Source: an optimization exercise on an open RTL-to-GDS flow (aim: small area, a short achievable clock period and few clock cycles per item). Production flows keep margins and buffers that such runs may drop. Only simulation tests tie the RTL to the original design; equivalence was not proved.

Setup of build 56:
## lfo_tick
module lfo_tick (
    input  wire        clk,
    input  wire        rst,
    input  wire        cmd_valid,
    output wire        cmd_ready,
    input  wire [1:0]  cmd_op,
    input  wire [31:0] cmd_arg,
    input  wire [31:0] cmd_x0,
    input  wire [31:0] cmd_x1,
    output reg         res_valid,
    output reg  [31:0] res_y0,
    output reg  [31:0] res_y1,
    output reg  [31:0] res_mult,
    output reg  [31:0] res_sins,
    output reg  [31:0] res_phase
);
Settings: LEC_CHECK=0, ABC_AREA=1, CAP_MARGIN=20, CORE_MARGIN=2, CORE_UTILIZATION=30, CTS_CLUSTER_DIAMETER=80, CTS_CLUSTER_SIZE=30, SLEW_MARGIN=20, SYNTH_MEMORY_MAX_BITS=65536; clock period 24.0 ns.
standard.sh (not shown) runs the stock make flow with config.mk's settings and CLKGATE_MAP_FILE= SYNTH_SCRIPT=/design/flow/synth_recipe.tcl, a recipe that flattens the netlist after the stock synthesis.
==> flow/flow/run.sh <==
#!/bin/bash
set -euo pipefail
MARGIN=$(cat flow/margin.txt)
EXTRA=""
if [[ -f flow/extra.txt ]]; then EXTRA=$(cat flow/extra.txt); fi
bash standard.sh SETUP_SLACK_MARGIN=$MARGIN $EXTRA finish > layout.log 2>&1
==> flow/flow/extra.txt <==
REMOVE_ABC_BUFFERS=1
==> flow/flow/margin.txt <==
17.7
Testbench counts of build 56, summed over its fixed seeds: cycles 4,250, items 4,096.
Modified inputs, build 24 compared to build 56
==> flow/flow/margin.txt <==
18.0
Notes after the runs:
Total routing usage reported by global routing up 0.35 points in build 24 wrt build 56
The core of build 24 is more densely filled than that of build 56.
Diff build 56..build 24 | xor/xnor cell area share of the yosys netlist | unchanged
On post-layout minimum cycle time, build 24 tracks build 56 almost exactly.
Diff build 56..build 24 | horizontal extent of the die | unchanged
Violation count after the first detailed-route iteration went up by a few percent going from build 56 to build 24.
For final critical-path setup slack, build 24 and build 56 come out practically identical.
Compared build 24 against build 56; detailed placer's ending HPWL within noise.
Input changes introduced in build 75 (baseline for comparison: build 24):
==> flow/flow/margin.txt <==
17.7
removed: flow/flow/extra.txt
## What came out
Every run in the comparison, build 24 and build 75, completed the flow with a clean layout. | met3 demand-to-capacity share in global routing | build 75 vs build 24 | 0.32 points lower |. Register-to-register slack ended up 0.14 ns lower on build 75 than on build 24. Diff build 24..build 75 | maximum buffer depth of the clock tree | unchanged. Looking only at number of buffers created by CTS, and setting everything else aside, the higher value of build 24 and build 75 goes to build 24. Between build 24 and build 75, detailed-routing iteration count for the pre-antenna-repair pass is higher for build 75, build 24 comes in under that. The higher summed area of non-filler cells in the final layout came out of build 24. Build 75 -> build 24: number of register bits inferred by synthesis flat. Diff build 24 and build 75: count of plain and timing-repair buffers lower in build 75. The number of clock buffers in the layout number comes out higher for build 24 vs build 75.


Starting RTL as in the previous note.
Settings: LEC_CHECK=0, ABC_AREA=1, CAP_MARGIN=20, CORE_MARGIN=2, CORE_UTILIZATION=30, CTS_CLUSTER_DIAMETER=80, CTS_CLUSTER_SIZE=30, PLACE_DENSITY=0.66, SLEW_MARGIN=20, SYNTH_MEMORY_MAX_BITS=65536; clock period 24.0 ns.
==> flow/flow/extra.txt <==
REMOVE_ABC_BUFFERS=1
==> flow/flow/margin.txt <==
17.7
Scripts as last shown in full above: flow/flow/run.sh
Testbench counts at the start, summed over its fixed seeds: cycles 4,250, items 4,096.
==> next run, changes <==
==> flow/flow/margin.txt (replaced) <==
17.3
- CTS_CLUSTER_DIAMETER: 80 -> unset
- CTS_CLUSTER_SIZE: 30 -> unset
- PLACE_DENSITY: 0.66 -> unset
removed: flow/flow/extra.txt
After rerunning: The new run produced a clean layout; maximum frequency came out lower by 3.3%; via count came out lower by 0.93%; first-iteration DRC count came out lower by 6.5%; final area came out lower by 0.83%.
==> next run, changes <==
==> flow/flow/run.sh (replaced) <==
#!/bin/bash
set -euo pipefail
MARGIN=$(cat flow/margin.txt)
bash standard.sh SETUP_SLACK_MARGIN=$MARGIN finish > layout.log 2>&1
==> flow/flow/margin.txt (replaced) <==
17.7
Result: The new run finished with timing, DRC and antenna clean; sequential share of layout area went down by 0.46 points; global-route usage hardly moves; cell count climbs by 0.78%; cell area came out higher by 2.2%; clock-buffer cell count falls by 8; register-to-register slack is better by 170 ps; via count went up by 1.3%.
==> next run, changes <==
==> flow/flow/run.sh (replaced) <==
#!/bin/bash
set -euo pipefail
MARGIN=$(cat flow/margin.txt)
EXTRA=""
if [[ -f flow/extra.txt ]]; then EXTRA=$(cat flow/extra.txt); fi
bash standard.sh SETUP_SLACK_MARGIN=$MARGIN $EXTRA finish > layout.log 2>&1
- CTS_BUF_LIST: unset -> sky130_fd_sc_hd__clkbuf_8
Outcome:
- worst hold slack is worse by 46 ps
- die area does not change
- synthesized area is unchanged
- synthesized cell count is unchanged
- via count is higher by 0.36%
- final area is about the same
- worst setup slack loses 250 ps

## port drivers added, routing unchanged
In the flow no input, the clock included, has a driving cell. The finished layouts below were timed again as built, in two steps. Step 1: set_driving_cell puts a clkbuf_16 on clk and a buf_2 on each other input, an assumption about the parent block. Step 2 adds t to the input delays and takes it off the output delays; t is the mean of the earliest and latest rising clock arrival at the registers after step 1. Input paths then give back, and output paths get back, about the clock's delay inside the block. Three values: no drivers, after step 1, after step 2; two values: the first two.
run	shift t [ns]	slack for setup (ns)	worst setup path at the end
build 56	1.078	17.649 / 17.524 / 17.541	input to register
build 24	1.078	17.650 / 17.525 / 17.504	input to register
build 75	1.054	17.678 / 17.550 / 17.455	input to register
the first run of note 2	1.021	17.593 / 17.593 / 17.064	input to register
the second run of note 2	1.056	17.374 / 17.249 / 17.568	register to register
the third run of note 2	1.062	17.696 / 17.567 / 17.430	input to register
the fourth run of note 2	1.242	17.442 / 17.354 / 17.442	register to register
After both steps every run listed still meets setup and hold. For the first run of note 2, which loses most, drivers alone change the setup slack by 0.000 ns; drivers and shift together by -0.529 ns.
